What follows belongs to an exercise in optimizing a design on an open flow for small area and few clock cycles per item; a production flow would make more cautious choices. RTL that was checked went through simulation tests only; none was proved equivalent to the original. No functional check of the RTL was part of run 3. Power and IR drop assume default switching activity.

File: design.v
module bbe_getput (
    input  wire        clk,
    input  wire        rst,
    input  wire        in_valid,
    output wire        in_ready,
    input  wire        in_op,       
    input  wire [6:0]  in_n,        
    input  wire [63:0] in_base,
    input  wire [63:0] in_len,
    input  wire [63:0] in_cap,
    input  wire [63:0] in_pos,
    input  wire [71:0] in_win,      
    input  wire [63:0] in_val,
    output wire        out_valid,
    output wire [1:0]  out_code,    
    output wire [63:0] out_x,
    output wire [63:0] out_base,
    output wire [63:0] out_len,
    output wire [63:0] out_cap,
    output wire [63:0] out_pos,
    output wire [71:0] out_wdata,
    output wire [8:0]  out_wmask    
);
    localparam [1:0] C_OK      = 2'd0;
    localparam [1:0] C_ILLEGAL = 2'd1;
    localparam [1:0] C_DESC    = 2'd2;
    localparam [1:0] C_BOUNDS  = 2'd3;
    assign in_ready = 1'b1;
    wire        illegal  = in_n[6] & (|in_n[5:0]);             
    wire [33:0] bc_lo    = {1'b0, in_base[32:0]} + {1'b0, in_cap[32:0]};
    wire        bc_big   = (|in_base[63:33]) | (|in_cap[63:33]) | bc_lo[33] |
                           (bc_lo[32] & (|bc_lo[31:0]));
    wire        desc_bad = (in_len > in_cap) | bc_big;
    wire [6:0]  i_sn     = {4'd0, in_pos[2:0]} + in_n;
    wire [3:0]  i_c2     = (i_sn + 7'd7) >> 3;
    wire [33:0] need     = {1'b0, in_pos[35:3]} + {30'd0, i_c2};
    wire        bounds_bad = (|in_pos[63:36]) | (need > {1'b0, in_len[32:0]});
    wire [1:0]  code = illegal  ? C_ILLEGAL :
                       desc_bad ? C_DESC    :
                       bounds_bad ? C_BOUNDS : C_OK;
    reg         r_valid;
    reg  [1:0]  r_code;
    reg         r_op;
    reg  [6:0]  r_n;
    reg  [63:0] r_base, r_len, r_cap, r_pos, r_val;
    reg  [71:0] r_win;
    always @(posedge clk) begin
        if (rst)
            r_valid <= 1'b0;
        else
            r_valid <= in_valid;
    end
    always @(posedge clk) begin
        r_code <= code;
        r_op   <= in_op;
        r_n    <= in_n;
        r_base <= in_base;
        r_len  <= in_len;
        r_cap  <= in_cap;
        r_pos  <= in_pos;
        r_win  <= in_win;
        r_val  <= in_val;
    end
    wire ok = (r_code == C_OK);
    wire [2:0]  s  = r_pos[2:0];
    wire [6:0]  sn = {4'd0, s} + r_n;            
    wire [32:0] q  = (r_pos[35:3] + {29'd0, sn[6:3]}) & {33{ok}};
    assign out_valid = r_valid;
    assign out_code  = r_code;
    assign out_base  = {r_base[63:33], r_base[32:0] + q};
    assign out_len   = {r_len[63:33],  r_len[32:0]  - q};
    assign out_cap   = {r_cap[63:33],  r_cap[32:0]  - q};
    assign out_pos   = {r_pos[63:36], r_pos[35:3] & {33{~ok}},
                        ok ? sn[2:0] : s};
    wire [6:0]  sh = 7'd72 - sn;                  
    wire        get_ok = ok & ~r_op;
    wire        put_ok = ok & r_op & (r_n != 7'd0);
    reg  [71:0] win_m;
    integer i;
    always @(*) begin
        win_m = r_win;
        for (i = 0; i < 7; i = i + 1)
            if (i < s) win_m[71 - i] = 1'b0;
    end
    reg  [71:0] rev_val;
    always @(*) begin
        for (i = 0; i < 72; i = i + 1)
            rev_val[i] = (i >= 8) ? r_val[71 - i] : 1'b0;
    end
    wire [71:0] sh_in  = r_op ? rev_val : win_m;
    wire [71:0] sh_out = sh_in >> sh;
    assign out_x = sh_out[63:0] & {64{get_ok}};
    wire [6:0]  sn_g = sn & {7{put_ok}};
    reg  [71:0] put_data;
    reg  [8:0]  put_mask;
    always @(*) begin
        for (i = 0; i < 72; i = i + 1)
            put_data[71 - i] = ((i < sn_g) && (i >= s)) ? sh_out[i] : r_win[71 - i];
        for (i = 0; i < 9; i = i + 1)
            put_mask[8 - i] = (8 * i < sn_g);
    end
    assign out_wdata = put_data;
    assign out_wmask = put_mask;
endmodule
File: run.sh
#!/bin/bash
# synth_recipe.tcl (not shown) runs the flow's synth.tcl, then flattens the netlist and writes it again
# the make line also repeats each setting of config.mk as NAME=value (left out here)
make -C /OpenROAD-flow-scripts/flow DESIGN_CONFIG=/design/flow/config.mk WORK_HOME=/design/flow/orfs CLKGATE_MAP_FILE= SYNTH_SCRIPT=/design/flow/synth_recipe.tcl finish
File: config.mk
export PLATFORM = sky130hd
export DESIGN_NAME = bbe_getput
export DESIGN_NICKNAME = bbe_getput
export VERILOG_FILES = /design/flow/design.v
export SDC_FILE = /design/flow/constraint.sdc
export NUM_CORES = 4
export LEC_CHECK = 0
export CAP_MARGIN = 20
export CORE_MARGIN = 2
export CORE_UTILIZATION = 40
export SLEW_MARGIN = 20
File: constraint.sdc
create_clock -name core_clock -period 12.0 [get_ports {clk}]
set_input_delay 2.4000 -clock core_clock [delete_from_list [all_inputs] [get_ports {clk}]]
set_output_delay 2.4000 -clock core_clock [all_outputs]
set_load 0.01 [all_outputs]
==> reports/results.ini, run 1 <==
[timing]
setup_viol=0
max_freq_ghz=0.0949
layout_min_cycle_time_ns=10.54
holdWs_ns=2.22
worst_pin_slew_ns=1.22
slew_headroom_pct=18.0
hold_viol=0
rsz0062_at_grt=no
slew_viol_final=0
tns_ns=0
period_share_pct=87.8

[layout]
ff_latch_area_um2=8070
drive_gt1_share_pct=7.06
multi_input_area_um2=17200
nets=4456
fin_area_um2=36900
syn_to_final_growth_pct=35.6
fill_cells=6234

[logic_synthesis]
async_flop_share_pct=0
synth_edf_count=0
synth_seq_area_share_pct=29.6
yosysTopAreaCell=dfxtp_1
yosysMostFrequentCell=dfxtp_1
avgSynthCellArea_um2=8.61
yosys-top-cells-count=dfxtp_1, nor2_1, nand2_1
ys.warnings.count=1
synth-seq-cells=403
synth_mux_area_share_pct=11.8
synthXorXnorAreaFrac_pct=5.92
synth_flop_cell=dfxtp_1
synth_compound_area_share_pct=16.7
synth_top_family_by_area=compound AO/OA/AOI/OAI gates
yosys.area.top_type_share_pct=29.6
synth_fa_ha_area_share_pct=11.7
synth_nets=3815
yosys-top-cells-area=dfxtp_1, ha_1, mux4_2
synth_cell_type_count=86
yosys.area_share.simple_pct=16.4
netlist_area_um2=27200
synth_cells=3162

[critical_path]
path_max_fanout=9
cp-start-kind=register
cp.required_ns=9.60
crit_type=register to output pin
crit_slowest_cell=nor3_1
crit_top_cell=a21o_1
arrival_ns=8.14
max_stage_delay_ns=0.60
end_kind=output pin

[clock_tree]
root_buffer=clkbuf_16
cts_setup_buffers=0
clock_sinks=403
cts_resized=0
postCtsHoldBufs=0
cts_tree=yes
numCtsBuffers=48
cts_max_path_buffers=3
clkTransAtPathRegs_ns=0.06
htree_levels=2

[die]
fp.dieH_um=265
die_x_um=265
core_area_um2=67300
placementRows=95
ioPinCount=808
design.die.area_um2=70200
start_util_pct=40.5

[routing]
via_per_inst=5.63
wl_um=125000
drt_iter0_drc=2531
antenna_left=0
drc=0
vias=26600
avgRoutedWirePerCell_um=26.4
first_pass_iters=6

[global_routing]
grt_pass1_vias=25200
grt_pass1_wl_um=176000
antenna_found_initial=15
grt_max_degree=58
track_usage_pct=34.1
overflow=0

[pwr]
powerDensity_nw_per_um2=139
vdd_drop_max_mv=0.113
p_leak_uw=0.0158

[run]
drv_cap=0

[hold_path]
hp-class=input pin to register

[placement]
gp_congestion=0.999
placed_area_um2=35300
dp_hpwl_um=105000
io_buffers=806

[run_status]
status=complete, no violations

final cells by class:
class                      instances  area share [%]
multi-input combinational       2325            46.5
tap                              873            2.96
antenna                            3          0.0203
clock inverter                    15           0.552
inverter                         200            2.03
clock buffer                      70            3.80
sequential                       403            21.9
timing repair buffer             825            22.3
cells in the final DEF, fill, tap and decap left out, types with 107 or more instances in the layout:
master and count:
a21o_1 107, nor2_1 270, inv_1 197, mux2i_1 118, a21oi_1 183, dfxtp_1 402
xnor2_1 111, ha_1 241, nand2_1 244, o21ai_0 181, clkdlybuf4s50_1 806
cells by family after synthesis:
family | Yosys count
compound gates | 710
xor+xnor | 179
fa+ha+maj | 250
buf+inv | 434
flops | 403
mux | 240
other cells | 1
simple gates | 945
worst max-delay path: cells and delay by family, from the launching register on:
family / cells / cell delay (ns)
buf+inv: 2 / 0.84
fa+ha+maj: 4 / 1.36
compound gates: 9 / 2.09
xor+xnor: 3 / 0.90
flops: 1 / 0.39
simple gates: 8 / 1.93
path summary, 6_finish.rpt:
path       start     endpoint  slack, ns  cells after the start
min   in_val[20]    r_val[20]       2.22                      1
max     r_pos[0]  out_len[31]       1.46                     26
stage by stage:
| stage | utilization, % | setup slack [ns] | instances | power, uW |
|---|---|---|---|---|
| after floorplan | - | 3.93 | 3162 | 2700 |
| after global placement | 52.4 | 2.39 | 4625 | 3630 |
| after detailed placement | 52.4 | 2.26 | 4625 | 3630 |
| after CTS | 54.8 | 1.57 | 4710 | 5120 |
| after global routing | 54.9 | 0.983 | 4712 | 5360 |
| final | 54.9 | 1.46 | 4714 | 5150 |
power breakdown:
| group | total, uW | internal [uW] | leakage (uW) | switching, uW |
|---|---|---|---|---|
| clock | 1480 | 860 | 0.000775 | 620 |
| combinational | 2210 | 913 | 0.0116 | 1300 |
| sequential | 1460 | 1410 | 0.00340 | 49.2 |
state kept, by name, indices dropped and copies added (netlist names):
name,count
r_valid,1
r_code,2
r_op,1
r_val,64
r_len,64
r_n,7
r_cap,64
r_base,64
r_win,72
r_pos,64
metal layers:
layer,share of wire [%],global-route usage (%),routed length [um]
met1,41,43.5,50600
met2,46,55.4,57000
met3,9.3,8.89,11600
met4,4.1,12.4,5110
met5,0.19,0.970,237
Testbench counts, summed over its fixed seeds: cycles 24,000, items 24,000.
==> inputs of run 2 (changes only) <==
==> flow/run.sh (new file) <==
#!/bin/bash
# The standard layout (the standard.sh: ORFS synthesis to final layout),
# with the port buffers that ORFS's global placement inserts made from the
# smallest buffer cell, sky130_fd_sc_hd__buf_1, in place of the default
# clkdlybuf4s50_1. Every input and output port still gets its own buffer.
set -euo pipefail
export BUFFER_PORTS_ARGS="-buffer_cell sky130_fd_sc_hd__buf_1"
bash standard.sh > standard_make.log 2>&1
==> standard.sh (new file) <==
#!/bin/bash
# synth_recipe.tcl (not shown) runs the flow's synth.tcl, then flattens the netlist and writes it again
# the make line also repeats each setting of config.mk as NAME=value (left out here)
make -C /OpenROAD-flow-scripts/flow DESIGN_CONFIG=/design/flow/config.mk WORK_HOME=/design/flow/orfs CLKGATE_MAP_FILE= SYNTH_SCRIPT=/design/flow/synth_recipe.tcl "${@:-finish}"
--- a/config.mk
+++ b/config.mk
@@ -8,4 +8,5 @@
 export CAP_MARGIN = 20
 export CORE_MARGIN = 2
 export CORE_UTILIZATION = 40
+export CTS_BUF_LIST = sky130_fd_sc_hd__clkbuf_4
 export SLEW_MARGIN = 20
removed: run.sh
==> run 2 against run 1 <==
  * Final area down 14%
  * Critical path depth down 1
  * Critical path type unchanged
  * Power down 8.9%
  * Highest routed layer unchanged
  * Core utilization down 7.8 points
==> reports/results.ini, run 2 <==
[clock_tree]
root_buffer=clkbuf_4
clock_sinks=403  ; unchanged
cts_setup_buffers=0  ; unchanged
postCtsHoldBufs=0  ; unchanged
numCtsBuffers=111  ; +130%
cts_tree=yes
clkTransAtPathRegs_ns=0.08  ; +0.02 ns
cts_resized=0  ; unchanged
cts_max_path_buffers=3  ; unchanged
htree_levels=3  ; +1

[critical_path]
cp_num_buf_inv=2  ; unchanged
crit_type=register to output pin
path_delay_family=compound AO/OA/AOI/OAI gates
end_kind=output pin
cp.required_ns=9.60  ; about the same
max_stage_delay_ns=0.58  ; -0.02 ns
cp-start-kind=register
crit_slowest_cell=nor3_1
path_max_fanout=12  ; +3
arrival_ns=7.97  ; -0.17 ns

[layout]
fin_area_um2=31700  ; -14%
final_cell_mix=buf_1, dfxtp_1, nor2_1, nand2_1, ha_1
top_register=r_win
instances_no_fill=4830  ; +2.5%
largest_reg_flops=72  ; unchanged
nets=4520  ; +1.4%
syn_to_final_growth_pct=16.3
final_common_cell=buf_1
drive_gt1_share_pct=9.19  ; +2.1 points

[logic_synthesis]
netlist_area_um2=27200  ; unchanged
yosysTopAreaCell=dfxtp_1
synth_flop_cell=dfxtp_1
synth_edf_count=0  ; unchanged
synth_cells=3162  ; unchanged
synth_seq_area_share_pct=29.6  ; unchanged
yosys-top-cells-area=dfxtp_1, ha_1, mux4_2
synth_cell_type_count=86  ; unchanged
ys.warnings.count=1  ; unchanged
yosys.area.top_type_share_pct=29.6  ; unchanged
async_flop_share_pct=0  ; unchanged
avgSynthCellArea_um2=8.61  ; unchanged
synth_nets=3815  ; unchanged
yosysMostFrequentCell=dfxtp_1
synth-seq-cells=403  ; unchanged
yosys-top-cells-count=dfxtp_1, nor2_1, nand2_1

[global_routing]
grt_pass1_vias=25400  ; +0.67%
overflow=0  ; unchanged
track_usage_pct=33.0  ; -1.1 points
grt_max_degree=61  ; +5.2%
antenna_found_initial=25  ; +10
grt_pass1_wl_um=170000  ; -3.4%

[pwr]
p_leak_uw=0.0137  ; -13%
vdd_drop_max_mv=0.0979  ; -13%
powerDensity_nw_per_um2=148  ; +6.2%

[run_status]
status=complete, no violations

[routing]
highest_layer=met5
wl_um=121000  ; -2.4%
first_pass_iters=9  ; +3
avgRoutedWirePerCell_um=25.2  ; -4.8%
met3_length_um=12500  ; +7.4%
wl_met2_um=54200  ; -4.8%
drt_iter0_drc=3182  ; +26%
drc=0  ; unchanged
via_per_inst=5.65  ; +0.27%
antenna_left=0  ; unchanged
vias=27300  ; +2.7%
met1Wirelength_um=49000  ; -3.1%

[timing]
slew_viol_final=0  ; unchanged
slew_headroom_pct=18.1  ; +0.090 points
worst_pin_slew_ns=1.22  ; +0.00456 ns
layout_min_cycle_time_ns=10.37  ; -0.169 ns
setup_viol=0  ; unchanged
hold_viol=0  ; unchanged
tns_ns=0  ; unchanged
period_share_pct=86.4  ; -1.4 points
rsz0062_at_grt=no
holdWs_ns=1.51  ; -0.711 ns
max_freq_ghz=0.0964  ; +1.6%

[hold_path]
hp-class=input pin to register

[die]
placementRows=95  ; unchanged
core_area_um2=67300  ; unchanged
die_x_um=265  ; unchanged
design.die.area_um2=70200  ; unchanged
fp.dieH_um=265  ; unchanged
start_util_pct=40.5  ; unchanged
ioPinCount=808  ; unchanged

[placement]
gp_congestion=1.01  ; +0.85%
placed_area_um2=30200  ; -14%
io_buffers=806  ; unchanged
dp_hpwl_um=101000  ; -3.9%
dp.cells=4627  ; +0.043%

[run]
drv_cap=0  ; unchanged

[run 2: path summary, 6_finish.rpt]
| kind | from | endpoint | slack [ns] | cells after the start |
|---|---|---|---|---|
| worst max-delay path | r_pos[1] | out_len[31] | 1.63 | 25 |
| worst min-delay path | in_win[11] | r_win[11] | 1.51 | 1 |
[run 2: through the flow]
step	util (%)	total power (uW)	setup slack, ns
6_report	47.1	4690	1.63
5_1_grt	47.1	4900	1.07
4_1_cts	47.0	4660	1.61
3_5_place_dp	45.0	3370	2.65
3_3_place_gp	45.0	3380	2.64
2_1_floorplan	-	2700	3.93
[run 2: cell families after synthesis]
family / Yosys count / share of synthesized area (%)
xor+xnor: 179 / 5.92
mux: 240 / 11.8
fa+ha+maj: 250 / 11.7
simple gates: 945 / 16.4
flops: 403 / 29.6
other cells: 1 / 0.0138
compound gates: 710 / 16.7
buf+inv: 434 / 7.79
[run 2: power breakdown]
group | internal (uW) | total (uW) | switching, uW | leakage, uW
clock network | 624 | 1270 | 650 | 0.000828
logic | 664 | 1950 | 1290 | 0.00942
registers | 1410 | 1460 | 50.9 | 0.00340
[run 2: area by class of cell]
| class | instances | area, um^2 |
|---|---|---|
| clock inverter | 49 | 300 |
| tap | 873 | 1090 |
| antenna | 7 | 17.5 |
| sequential | 403 | 8070 |
| clock buffer | 147 | 1100 |
| timing repair buffer | 826 | 3180 |
| fill | 6873 | 35600 |
| multi-input combinational | 2325 | 17200 |
| inverter | 200 | 751 |
[run 2: routing by layer]
metal  GRT usage (%)  vias to the layer above
met1            42.5                    12800
met2            51.6                     1583
met3            9.27                      291
met4            14.2                       30
li1                -                    12600
met5               0                        -
==> inputs of run 3 (changes only) <==
==> design.v (replaced) <==
module bbe_getput (
    input  wire        clk,
    input  wire        rst,
    input  wire        in_valid,
    output wire        in_ready,
    input  wire        in_op,       
    input  wire [6:0]  in_n,        
    input  wire [63:0] in_base,
    input  wire [63:0] in_len,
    input  wire [63:0] in_cap,
    input  wire [63:0] in_pos,
    input  wire [71:0] in_win,      
    input  wire [63:0] in_val,
    output reg         out_valid,
    output reg  [1:0]  out_code,    
    output reg  [63:0] out_x,
    output reg  [63:0] out_base,
    output reg  [63:0] out_len,
    output reg  [63:0] out_cap,
    output reg  [63:0] out_pos,
    output reg  [71:0] out_wdata,
    output reg  [8:0]  out_wmask    
);
    localparam [1:0] C_OK      = 2'd0;
    localparam [1:0] C_ILLEGAL = 2'd1;
    localparam [1:0] C_DESC    = 2'd2;
    localparam [1:0] C_BOUNDS  = 2'd3;
    localparam [64:0] MEM_BYTES = 65'h1_0000_0000;
    assign in_ready = 1'b1;
    wire        illegal  = (in_n > 7'd64);
    wire [64:0] base_cap = {1'b0, in_base} + {1'b0, in_cap};
    wire        desc_bad = (in_len > in_cap) || (base_cap > MEM_BYTES);
    wire [64:0] end_pos  = {1'b0, in_pos} + {58'd0, in_n};
    wire [65:0] need_sum = {1'b0, end_pos} + 66'd7;
    wire [62:0] need     = need_sum[65:3];
    wire        bounds_bad = ({2'b00, need} > {1'b0, in_len});
    wire [1:0]  code = illegal  ? C_ILLEGAL :
                       desc_bad ? C_DESC    :
                       bounds_bad ? C_BOUNDS : C_OK;
    wire        ok = (code == C_OK);
    wire [63:0] q        = {2'b00, end_pos[64:3]};
    wire [63:0] norm_base = in_base + q;
    wire [63:0] norm_len  = in_len - q;
    wire [63:0] norm_cap  = in_cap - q;
    wire [63:0] norm_pos  = {61'd0, end_pos[2:0]};
    wire [2:0]  s  = in_pos[2:0];
    wire [6:0]  sn = {4'd0, s} + in_n;           
    wire [6:0]  sh = 7'd72 - sn;                  
    wire [63:0] mask = (in_n >= 7'd64) ? 64'hFFFF_FFFF_FFFF_FFFF
                                       : ((64'd1 << in_n) - 64'd1);
    wire [71:0] win_shr  = in_win >> sh;
    wire [63:0] get_x    = win_shr[63:0] & mask;
    wire [71:0] fmask    = {8'd0, mask} << sh;
    wire [71:0] fval     = {8'd0, in_val & mask} << sh;
    wire [71:0] put_data = (in_win & ~fmask) | fval;
    wire [7:0]  nbytes   = ({1'b0, sn} + 8'd7) >> 3;
    reg  [8:0]  put_mask;
    integer j;
    always @(*) begin
        for (j = 0; j < 9; j = j + 1)
            put_mask[8 - j] = (in_n != 7'd0) && (j < nbytes);
    end
    always @(posedge clk) begin
        if (rst)
            out_valid <= 1'b0;
        else
            out_valid <= in_valid;
    end
    always @(posedge clk) begin
        if (in_valid) begin
            out_code <= code;
            if (ok) begin
                out_x     <= in_op ? 64'd0 : get_x;
                out_base  <= norm_base;
                out_len   <= norm_len;
                out_cap   <= norm_cap;
                out_pos   <= norm_pos;
                out_wdata <= in_op ? put_data : in_win;
                out_wmask <= in_op ? put_mask : 9'd0;
            end else begin
                out_x     <= 64'd0;
                out_base  <= in_base;
                out_len   <= in_len;
                out_cap   <= in_cap;
                out_pos   <= in_pos;
                out_wdata <= in_win;
                out_wmask <= 9'd0;
            end
        end
    end
endmodule
==> run.sh (new file) <==
#!/bin/bash
# synth_recipe.tcl (not shown) runs the flow's synth.tcl, then flattens the netlist and writes it again
# the make line also repeats each setting of config.mk as NAME=value (left out here)
make -C /OpenROAD-flow-scripts/flow DESIGN_CONFIG=/design/flow/config.mk WORK_HOME=/design/flow/orfs CLKGATE_MAP_FILE= SYNTH_SCRIPT=/design/flow/synth_recipe.tcl finish
--- a/config.mk
+++ b/config.mk
@@ -8,5 +8,4 @@
 export CAP_MARGIN = 20
 export CORE_MARGIN = 2
 export CORE_UTILIZATION = 40
-export CTS_BUF_LIST = sky130_fd_sc_hd__clkbuf_4
 export SLEW_MARGIN = 20
removed: flow/run.sh
removed: standard.sh
==> run 3 against run 2 <==
  * Still clean on timing, DRC and antenna
  * Global-route usage rose by 6.4 points
  * Cell count up 82%
  * Synthesized cell count rose by 110%
  * Sequential share of layout area down 6.0 points
  * Clock power is about 20% higher
  * Largest power group unchanged
==> reports/results.ini, run 3 <==
[global_routing]
antenna_found_initial=17  ; -32%
grt_pass1_vias=52600  ; +110%
track_usage_pct=39.4  ; +6.4 points
grt_max_degree=180  ; +200%
grt_pass1_wl_um=378000  ; +120%
overflow=0  ; unchanged

[routing]
first_pass_iters=7  ; -2
vias=56800  ; +110%
via_per_inst=6.45  ; +14%
antenna_left=0  ; unchanged
avgRoutedWirePerCell_um=30.5  ; +21%
drc=0  ; unchanged
drt_iter0_drc=7577  ; +140%
wl_um=269000  ; +120%

[timing]
hold_viol=0  ; unchanged
setup_viol=0  ; unchanged
tns_ns=0  ; unchanged
layout_min_cycle_time_ns=11.35  ; +0.983 ns
max_freq_ghz=0.0881  ; -8.7%
worst_pin_slew_ns=1.24  ; +0.0151 ns
rsz0062_at_grt=no
period_share_pct=94.6  ; +8.2 points
slew_headroom_pct=17.1  ; -1.0 points
slew_viol_final=0  ; unchanged

[pwr]
pwr-share-clk_pct=19.3  ; -7.8 points
p_int_uw=4070  ; +51%
seq_power_share_pct=21.6  ; -9.6 points
power_frac_comb_pct=59.1  ; +17 points
sw_frac_of_total_pct=48.8  ; +6.4 points
powerDensity_nw_per_um2=128  ; -13%
vdd_drop_max_mv=0.147  ; +50%
switchingPower_uw=3890  ; +95%
p_leak_uw=0.0249  ; +83%

[placement]
dp_hpwl_um=217000  ; +120%
gp_congestion=1.06  ; +5.6%
io_buffers=806  ; unchanged
dp.cells=8708  ; +88%
placed_area_um2=60600  ; +100%

[logic_synthesis]
synth_cell_type_count=108  ; +26%
ys.warnings.count=1  ; unchanged
synth_edf_count=403  ; +403
synth_flop_cell=edfxtp_1
yosys.area.top_type_share_pct=23.8  ; -5.8 points
synth_cells=6536  ; +110%
yosysTopAreaCell=edfxtp_1
synth-seq-cells=404  ; +0.25%
synth_nets=7330  ; +92%
yosys-top-cells-count=nand2_1, a21oi_1, nor2_1, o21ai_0, edfxtp_1
synth_seq_area_share_pct=23.8  ; -5.8 points
yosys-top-cells-area=edfxtp_1, ha_1, nand2_1
async_flop_share_pct=0  ; unchanged
netlist_area_um2=50900  ; +87%
avgSynthCellArea_um2=7.78  ; -9.7%
yosysMostFrequentCell=nand2_1

[clock_tree]
postCtsHoldBufs=0  ; unchanged
root_buffer=clkbuf_16
htree_levels=2  ; -1
cts_max_path_buffers=3  ; unchanged
clock_sinks=404  ; +0.25%
numCtsBuffers=50  ; -55%
cts_tree=yes
clkTransAtPathRegs_ns=0.06  ; -0.02 ns

[layout]
drive_gt1_share_pct=5.68  ; -3.5 points
top_register=out_wdata
nets=7905  ; +75%
final_common_cell=nand2_1
syn_to_final_growth_pct=22.3
final_cell_mix=nand2_1, clkdlybuf4s50_1, a21oi_1, nor2_1, o21ai_0
fin_area_um2=62200  ; +96%
instances_no_fill=8807  ; +82%
largest_reg_flops=72  ; unchanged

[die]
placementRows=130  ; +37%
core_area_um2=126000  ; +87%
fp.dieH_um=361  ; +36%
design.die.area_um2=130000  ; +85%
die_x_um=361  ; +36%
ioPinCount=808  ; unchanged
start_util_pct=40.4  ; -0.093 points

[critical_path]
end_kind=register
cp.required_ns=12.48  ; +2.88 ns
endpoint=out_x[62]
startpoint=in_n[1]
path_max_fanout=31  ; +19
crit_slowest_cell=nor4_4
crit_type=input pin to register
max_stage_delay_ns=0.69  ; +0.11 ns
cp-start-kind=input pin
arrival_ns=11.83  ; +3.86 ns

[hold_path]
min_delay_path_depth=1  ; unchanged
hp-class=input pin to register

[run_status]
status=complete, no violations

[run]
drv_cap=0  ; unchanged

run 3: what timing repair did:
item | CTS | global route
setup endpoints to repair | 0 | 8
endpoints found under the hold margin | 0 | 0
buffers inserted | 0 | 1
gates resized for setup | 0 | 2
run 3: cells by family after synthesis:
family / synth area share [%]
other cells: 0.0148
fa+ha+maj: 9.69
buf+inv: 5.49
compound gates: 25.8
xor+xnor: 5.68
simple gates: 21.2
flops: 23.8
mux: 8.33
run 3: how the worst min path moves through the flow:
stage	start	endpoint
detailed placement	in_valid	out_pos[8]
floorplan	rst	out_valid
CTS	in_valid	out_base[3]
global route	in_valid	out_pos[8]
finish	in_valid	out_pos[8]
global placement	in_valid	out_pos[8]
run 3: metrics by stage:
| step | util [%] | power (uW) | setup slack [ns] | hold WS, ns |
|---|---|---|---|---|
| 2_1_floorplan | - | 4370 | 2.34 | 2.47 |
| 3_3_place_gp | 48.1 | 6240 | -0.00191 | 2.84 |
| 3_5_place_dp | 48.1 | 6220 | -0.124 | 2.84 |
| 4_1_cts | 49.3 | 7760 | 0.494 | 2.16 |
| 5_1_grt | 49.4 | 8210 | 0.191 | 2.16 |
| 6_report | 49.4 | 7970 | 0.648 | 2.17 |
run 3: final cells by class:
class / instances / area, um^2
timing repair buffer: 931 / 9140
inverter: 300 / 1130
clock buffer: 60 / 1310
clock inverter: 27 / 241
sequential: 404 / 12100
fill: 12500 / 63700
antenna: 11 / 27.5
multi-input combinational: 5424 / 36100
tap: 1650 / 2060
run 3: power by group through the flow:
stage | logic (uW) | registers, uW | clock network, uW
after floorplan | 2580 | 1780 | 0
after global placement | 4500 | 1750 | 0
after detailed placement | 4480 | 1750 | 0
after CTS | 4500 | 1720 | 1540
after global routing | 4900 | 1730 | 1590
final | 4710 | 1720 | 1530
run 3: layer usage:
metal  track usage (%)  part of all wire, %  vias to the layer above
met5                 0                0.019                        -
met4              21.1                  6.4                        8
met3              7.42                  9.1                      692
met2              62.3                   44                     3361
met1              50.7                   40                    27300
li1                  -                    -                    25400
run 3: critical path, delay by kind of cell:
family          cells  cell delay (ns)
compound gates      4             0.96
xor+xnor            1             0.10
fa+ha+maj           2             0.82
buf+inv             5             1.44
simple gates       19             6.05

what the ideal ports hide:
No port has a modelled driver above. Below, the same layouts with a new extraction and two added sets of constraints.
Step 1 assumes that a clkbuf_16 drives the clock port and a buf_2 every other input.
Step 2 also shifts input and output timing later by t, the mid clock arrival at the registers, as if the neighbouring blocks saw the same clock.
a / b / c = no drivers / after step 1 / after step 2; a / b = the first two.
run	t (ns)	setup WS [ns]	worst hold slack (ns)	clock arrival spread, ns
run 1	0.666	1.462 / 1.394 / 2.060	2.219 / 2.189 / 2.855	0.050 / 0.050
run 2	0.982	1.631 / 1.566 / 2.547	1.508 / 1.473 / 2.454	0.127 / 0.127
run 3	0.726	0.648 / 0.699 / -0.027	2.168 / 2.130 / 2.856	0.028 / 0.027
Met with ideal ports but missed after step 2: setup timing in run 3. The setup slack of run 3, which loses most, moves by +0.051 ns with the drivers and by -0.675 ns with both steps.
